Context: an optimization exercise on an open-source flow, tuned for small area, a short achievable clock period and few clock cycles. The choices shown serve that exercise and are no tape-out recipe. Where RTL was checked, it was by simulation tests only, not by an equivalence proof against the original. Power and IR drop assume default switching activity.

// fww_micro_cpu
module fww_micro_cpu (
    input  wire        clk,
    input  wire        rst,             
    input  wire        start,           
    input  wire [7:0]  start_mpc,
    input  wire        lit_msb_first,   
    output wire        busy,
    output wire        done,
    output wire [15:0] reg_a,
    output wire [15:0] reg_b,
    output wire [15:0] reg_c,
    output wire [15:0] reg_d,
    output wire [15:0] mdr,
    output wire [11:0] mar,
    output wire [7:0]  mpc,
    output wire        cs_req,
    output wire [7:0]  cs_addr,
    input  wire        cs_ack,
    input  wire [21:0] cs_rdata,
    output wire        mem_req,
    output wire        mem_we,
    output wire [11:0] mem_addr,
    output wire [15:0] mem_wdata,
    input  wire        mem_ack,
    input  wire [15:0] mem_rdata
);
    reg        run_r, done_r;
    reg        cs_pend;            
    reg        cs_dly;             
    reg        f_pend;             
    reg        mem_pend;           
    reg        we_r;               
    reg        wr_after;           
    reg        npc_pend;           
    reg        halt_pend;          
    reg [22:19] lw;                
    reg        l_needf;            
    reg        use_lit;            
    reg [15:0] op2_r;              
    reg [15:0] op1_r;              
    reg [3:0]  lr;                 
    reg [16:5] fc;                 
    reg [15:0] a_r, b_r, c_r, d_r, mdr_r;
    reg [11:0] mar_r;
    reg [7:0]  mpc_r;
    reg        msb_r;
    wire [22:1] cb = cs_rdata;
    wire rd_pend  = mem_pend & ~we_r;
    wire rd_ack   = mem_ack & ~we_r;
    wire mem_done = ~mem_pend | (mem_ack & (we_r | ~wr_after));
    wire go     = start & ~run_r;
    wire e_go   = run_r & cs_ack & ~f_pend;
    wire halt   = (cs_rdata == 22'd0);
    wire f_go   = f_pend & mem_done & ~(fc[6] & rd_pend);
    wire [4:1] cr = run_r ? cb[4:1] : 4'd0;
    reg [15:0] v2a;
    always @(*) begin
        v2a = 16'd0;
        if (cr[1]) v2a = a_r;
  ...
For scale: ~190 I/O pins, roughly 0.0094 sq mm of cells after synthesis.
==> flow/config.mk <==
export PLATFORM = sky130hd
export DESIGN_NAME = fww_micro_cpu
export DESIGN_NICKNAME = fww_micro_cpu
export VERILOG_FILES = /design/flow/design.v
export SDC_FILE = /design/flow/constraint.sdc
export NUM_CORES = 4
export LEC_CHECK = 0
export CAP_MARGIN = 5
export CORE_MARGIN = 2
export CORE_UTILIZATION = 40
export CTS_BUF_LIST = sky130_fd_sc_hd__clkbuf_4 sky130_fd_sc_hd__clkbuf_8
export SETUP_SLACK_MARGIN = 5
export SLEW_MARGIN = 5
==> flow/constraint.sdc <==
create_clock -name core_clock -period 8.0 [get_ports {clk}]
set_input_delay 1.6000 -clock core_clock [delete_from_list [all_inputs] [get_ports {clk}]]
set_output_delay 1.6000 -clock core_clock [all_outputs]
set_load 0.01 [all_outputs]
standard.sh (not shown) runs the stock make flow with config.mk's settings and CLKGATE_MAP_FILE= SYNTH_SCRIPT=/design/flow/synth_recipe.tcl, a recipe that flattens the netlist after the stock synthesis.
==> flow/flow/run.sh <==
#!/bin/bash
# The standard layout, with the port buffers made of buf_1 cells instead of
# the delay-buffer cells buffer_ports picks by default. The output of the
# standard flow goes to standard.log; ORFS's per-step logs stay under orfs/logs.
set -euo pipefail
export BUFFER_PORTS_ARGS="-buffer_cell sky130_fd_sc_hd__buf_1"
bash standard.sh > standard.log 2>&1
Testbench counts at the start, summed over its fixed seeds: cycles 47,507.
Change:
ABC_AREA = 1   (was unset)
CAP_MARGIN = 20   (was 5)
CTS_BUF_LIST = unset   (was sky130_fd_sc_hd__clkbuf_4 sky130_fd_sc_hd__clkbuf_8)
SLEW_MARGIN = 20   (was 5)
The changed run went through all stages and came out clean.
Power climbs by about 16%.
Non-clock buffer count drops by 24.
Die area climbs by 4.5%.
Worst setup slack is better by 0.24 ns.
Final area climbs by about 3%.
Cell count climbs by 19%.
Change:
CORE_UTILIZATION = 60   (was 40)
CTS_BUF_LIST = sky130_fd_sc_hd__clkbuf_4 sky130_fd_sc_hd__clkbuf_8   (was unset)
Outcome:
- total power drops by a little under a tenth
- sequential share of layout area climbs by 1.6 points
- maximum frequency drops slightly
- routed wire length drops by a few percent
- die area drops by a quarter to a third
Change:
ABC_AREA = unset   (was 1)
CORE_UTILIZATION = 40   (was 60)
After rerunning: Routed wire length climbs by a few percent; via count drops by roughly a tenth; register-to-register slack degrades by 0.34 ns.
Change:
==> flow/flow/run.sh (replaced) <==
#!/bin/bash
# The standard layout, with two changes to how it is made:
#  - the port buffers are buf_1 cells instead of the delay-buffer cells
#    buffer_ports picks by default;
#  - timing repair aims for 5.25 ns of setup slack at the design's 8 ns clock.
# The output of the standard flow goes to standard.log; ORFS's per-step logs
# stay under orfs/logs.
set -euo pipefail
export BUFFER_PORTS_ARGS="-buffer_cell sky130_fd_sc_hd__buf_1"
export SETUP_SLACK_MARGIN=5.25
bash standard.sh > standard.log 2>&1
ABC_AREA = 1   (was unset)
CORE_UTILIZATION = 60   (was 40)
SETUP_SLACK_MARGIN = unset   (was 5)
Effect: Critical path depth falls by 9; count of clock-buffer cells in the layout does not change; setup slack gets better by 0.24 ns; global-route usage rises by 9.8 points; die area falls by 30%; area after synthesis rises by 4.6%.

========
fww_micro_cpu, a different RTL version from the one above (not shown whole).
Size: ~160 flip-flops, ~190 I/O pins.
==> flow/design.v (excerpt) <==
module fww_micro_cpu (
    input  wire        clk,
    input  wire        rst,             
    input  wire        start,           
    input  wire [7:0]  start_mpc,
    input  wire        lit_msb_first,   
    output wire        busy,
    output wire        done,
    output wire [15:0] reg_a,
    output wire [15:0] reg_b,
    output wire [15:0] reg_c,
    output wire [15:0] reg_d,
    output wire [15:0] mdr,
    output wire [11:0] mar,
    output wire [7:0]  mpc,
    output wire        cs_req,
    output wire [7:0]  cs_addr,
    input  wire        cs_ack,
    input  wire [21:0] cs_rdata,
    output wire        mem_req,
    output wire        mem_we,
    output wire [11:0] mem_addr,
    output wire [15:0] mem_wdata,
    input  wire        mem_ack,
    input  wire [15:0] mem_rdata
);
    reg        run_r, done_r;
    reg        cs_pend;            
    reg        cs_dly;             
    reg        f_pend;             
    reg        mem_pend;           
    reg        we_r;               
    reg        wr_after;           
    reg        npc_pend;           
    reg        halt_pend;          
    reg [22:19] lw;                
    reg        use_lit;            
    reg [15:0] op2_r;              
    reg [15:0] op1_r;              
    reg [16:5] fc;                 
    reg [15:0] a_r, b_r, c_r, d_r, mdr_r;
    reg [11:0] mar_r;
  ...
==> flow/config.mk <==
export PLATFORM = sky130hd
export DESIGN_NAME = fww_micro_cpu
export DESIGN_NICKNAME = fww_micro_cpu
export VERILOG_FILES = /design/flow/design.v
export SDC_FILE = /design/flow/constraint.sdc
export NUM_CORES = 4
export LEC_CHECK = 0
export ABC_AREA = 1
export CAP_MARGIN = 20
export CORE_MARGIN = 2
export CORE_UTILIZATION = 60
export CTS_BUF_LIST = sky130_fd_sc_hd__clkbuf_4 sky130_fd_sc_hd__clkbuf_8
export SLEW_MARGIN = 20
==> flow/constraint.sdc <==
create_clock -name core_clock -period 8.0 [get_ports {clk}]
set_input_delay 1.6000 -clock core_clock [delete_from_list [all_inputs] [get_ports {clk}]]
set_output_delay 1.6000 -clock core_clock [all_outputs]
set_load 0.01 [all_outputs]
==> flow/flow/run.sh <==
#!/bin/bash
# The standard layout, with two changes to how it is made:
#  - the port buffers are buf_1 cells instead of the delay-buffer cells
#    buffer_ports picks by default;
#  - timing repair aims for 5.2 ns of setup slack at the design's 8 ns clock.
# The output of the standard flow goes to standard.log; ORFS's per-step logs
# stay under orfs/logs.
set -euo pipefail
export BUFFER_PORTS_ARGS="-buffer_cell sky130_fd_sc_hd__buf_1"
export SETUP_SLACK_MARGIN=5.2
bash standard.sh > standard.log 2>&1
Testbench counts at the start, summed over its fixed seeds: cycles 47,507.
==> next run, changes <==
==> flow/flow/run.sh (replaced) <==
#!/bin/bash
# The standard layout, with two changes to how it is made:
#  - the port buffers are buf_1 cells instead of the delay-buffer cells
#    buffer_ports picks by default;
#  - timing repair aims for 5.1 ns of setup slack at the design's 8 ns clock.
# The output of the standard flow goes to standard.log; ORFS's per-step logs
# stay under orfs/logs.
set -euo pipefail
export BUFFER_PORTS_ARGS="-buffer_cell sky130_fd_sc_hd__buf_1"
export SETUP_SLACK_MARGIN=5.1
bash standard.sh > standard.log 2>&1
Settings changed: CORE_UTILIZATION 60 to 50.
Die area climbs by 19%.
Register-to-register slack got worse by 0.11 ns.
Power drops by 0.89%.
Core utilization drops by 12 points.
Hold slack improved by 0.0066 ns.
Sequential share of layout area climbs by 0.57 points.
Global-route usage drops by 5.0 points.
Routed wire length climbs by 1.7%.
Clock power climbs by about 1%.
Design area drops by 1.4%.
Via count drops by 1.9%.
==> next run, changes <==
Settings changed: CORE_UTILIZATION 50 to 60.
Result:
- total power increases by 1.1%
- maximum frequency went up by 0.47%
- global-route usage rose by 3.8 points
- cell area is about the same
- sequential power is about the same
- clock skew stays flat
- routed wire length goes down by 5.2%
- worst setup slack improves by 0.013 ns
- count of clock-buffer cells in the layout does not change
==> next run, changes <==
==> flow/flow/run.sh (replaced) <==
#!/bin/bash
# The standard layout, with the port buffers made of buf_1 cells instead of
# the delay-buffer cells buffer_ports picks by default. The output of the
# standard flow goes to standard.log; ORFS's per-step logs stay under orfs/logs.
set -euo pipefail
export BUFFER_PORTS_ARGS="-buffer_cell sky130_fd_sc_hd__buf_1"
bash standard.sh > standard.log 2>&1
Settings changed: SETUP_SLACK_MARGIN set to 5.
Clock-buffer cell count does not change.
First-iteration DRC count came out lower by about 3%.
Final area came out lower by about 1.2%.
Sequential share of layout area came out higher by 0.50 points.
Utilization came out lower by 0.85 points.
Fmax came out lower by 3.1%.

========
main:
fww_micro_cpu, a different RTL version from the one above (not shown whole).
For scale: about 680 cells after synthesis, about 110 flip-flops, about 190 I/O pins, about 6900 um^2 of cells after synthesis.
export LEC_CHECK = 0
export CAP_MARGIN = 20
export CORE_MARGIN = 2
export CORE_UTILIZATION = 40
export SLEW_MARGIN = 20
create_clock -name core_clock -period 8.0 [get_ports {clk}]
run.sh (not shown) runs the stock make flow with config.mk's settings and CLKGATE_MAP_FILE= SYNTH_SCRIPT=/design/flow/synth_recipe.tcl, a recipe that flattens the netlist after the stock synthesis.
Stock flow here: none of the scripts above is used.
main went all the way through the flow, and no timing, DRC or antenna check failed.
Changes in the feature branch relative to main:
Settings: SETUP_SLACK_MARGIN newly set to 4.5.
[summary]
Lower non-clock buffer count among the feature branch and main: main
The feature branch vs. main: switching share of power up 0.37 points, power after layout went up.
[compare] base=main new=the feature branch: area of all sequential standard cells held steady; routed wire length grew by about 14%; register-to-register slack grew by 0.57 ns; final instance area grew by 16%; critical path depth shrank by 2.
Area after detailed placement is higher on the feature branch
The feature branch against main: overall die width roughly the same, relative area of non-clock buffer cells in the final design higher.
No run of this note included a check of the RTL's function; only the layout flow was run.

[afterwards: timing with drivers on the ports]
Ports are ideal in the flow. The routed layouts listed here were re-timed in OpenROAD.
Step 1 sets driving cells, clkbuf_16 on the clock port and buf_2 on the other inputs (assumed; they add their load-dependent delay and slew).
Step 2 times the ports against the registers' clock, not the clock port: input delays grow and output delays shrink by t, the midpoint of the rising clock arrivals with the driver on.
Slacks: ideal ports / drivers / drivers and shift; pairs: ideal ports / drivers.
run	t (ns)	setup WS [ns]	worst register clock-pin slew, ns
the first run of note 1	0.507	4.871 / 4.871 / 4.506	0.11 / 0.11
the second run of note 1	0.482	5.116 / 5.070 / 4.666	0.09 / 0.09
the third run of note 1	0.514	5.068 / 5.025 / 4.588	0.12 / 0.12
the fourth run of note 1	0.507	4.871 / 4.871 / 4.506	0.11 / 0.11
the fifth run of note 1	0.506	5.116 / 5.077 / 4.757	0.10 / 0.10
the first run of note 2	0.500	5.156 / 5.118 / 4.710	0.10 / 0.10
the second run of note 2	0.510	5.128 / 5.095 / 4.641	0.10 / 0.10
the third run of note 2	0.509	5.141 / 5.102 / 4.696	0.10 / 0.10
the fourth run of note 2	0.500	5.051 / 5.066 / 4.570	0.10 / 0.10
main	0.461	2.197 / 2.210 / 1.749	0.06 / 0.06
the feature branch	0.465	3.560 / 3.530 / 3.065	0.06 / 0.06
After both steps every run listed still meets setup and hold. For the feature branch, which loses most, drivers alone change the setup slack by -0.030 ns; drivers and shift together by -0.495 ns.
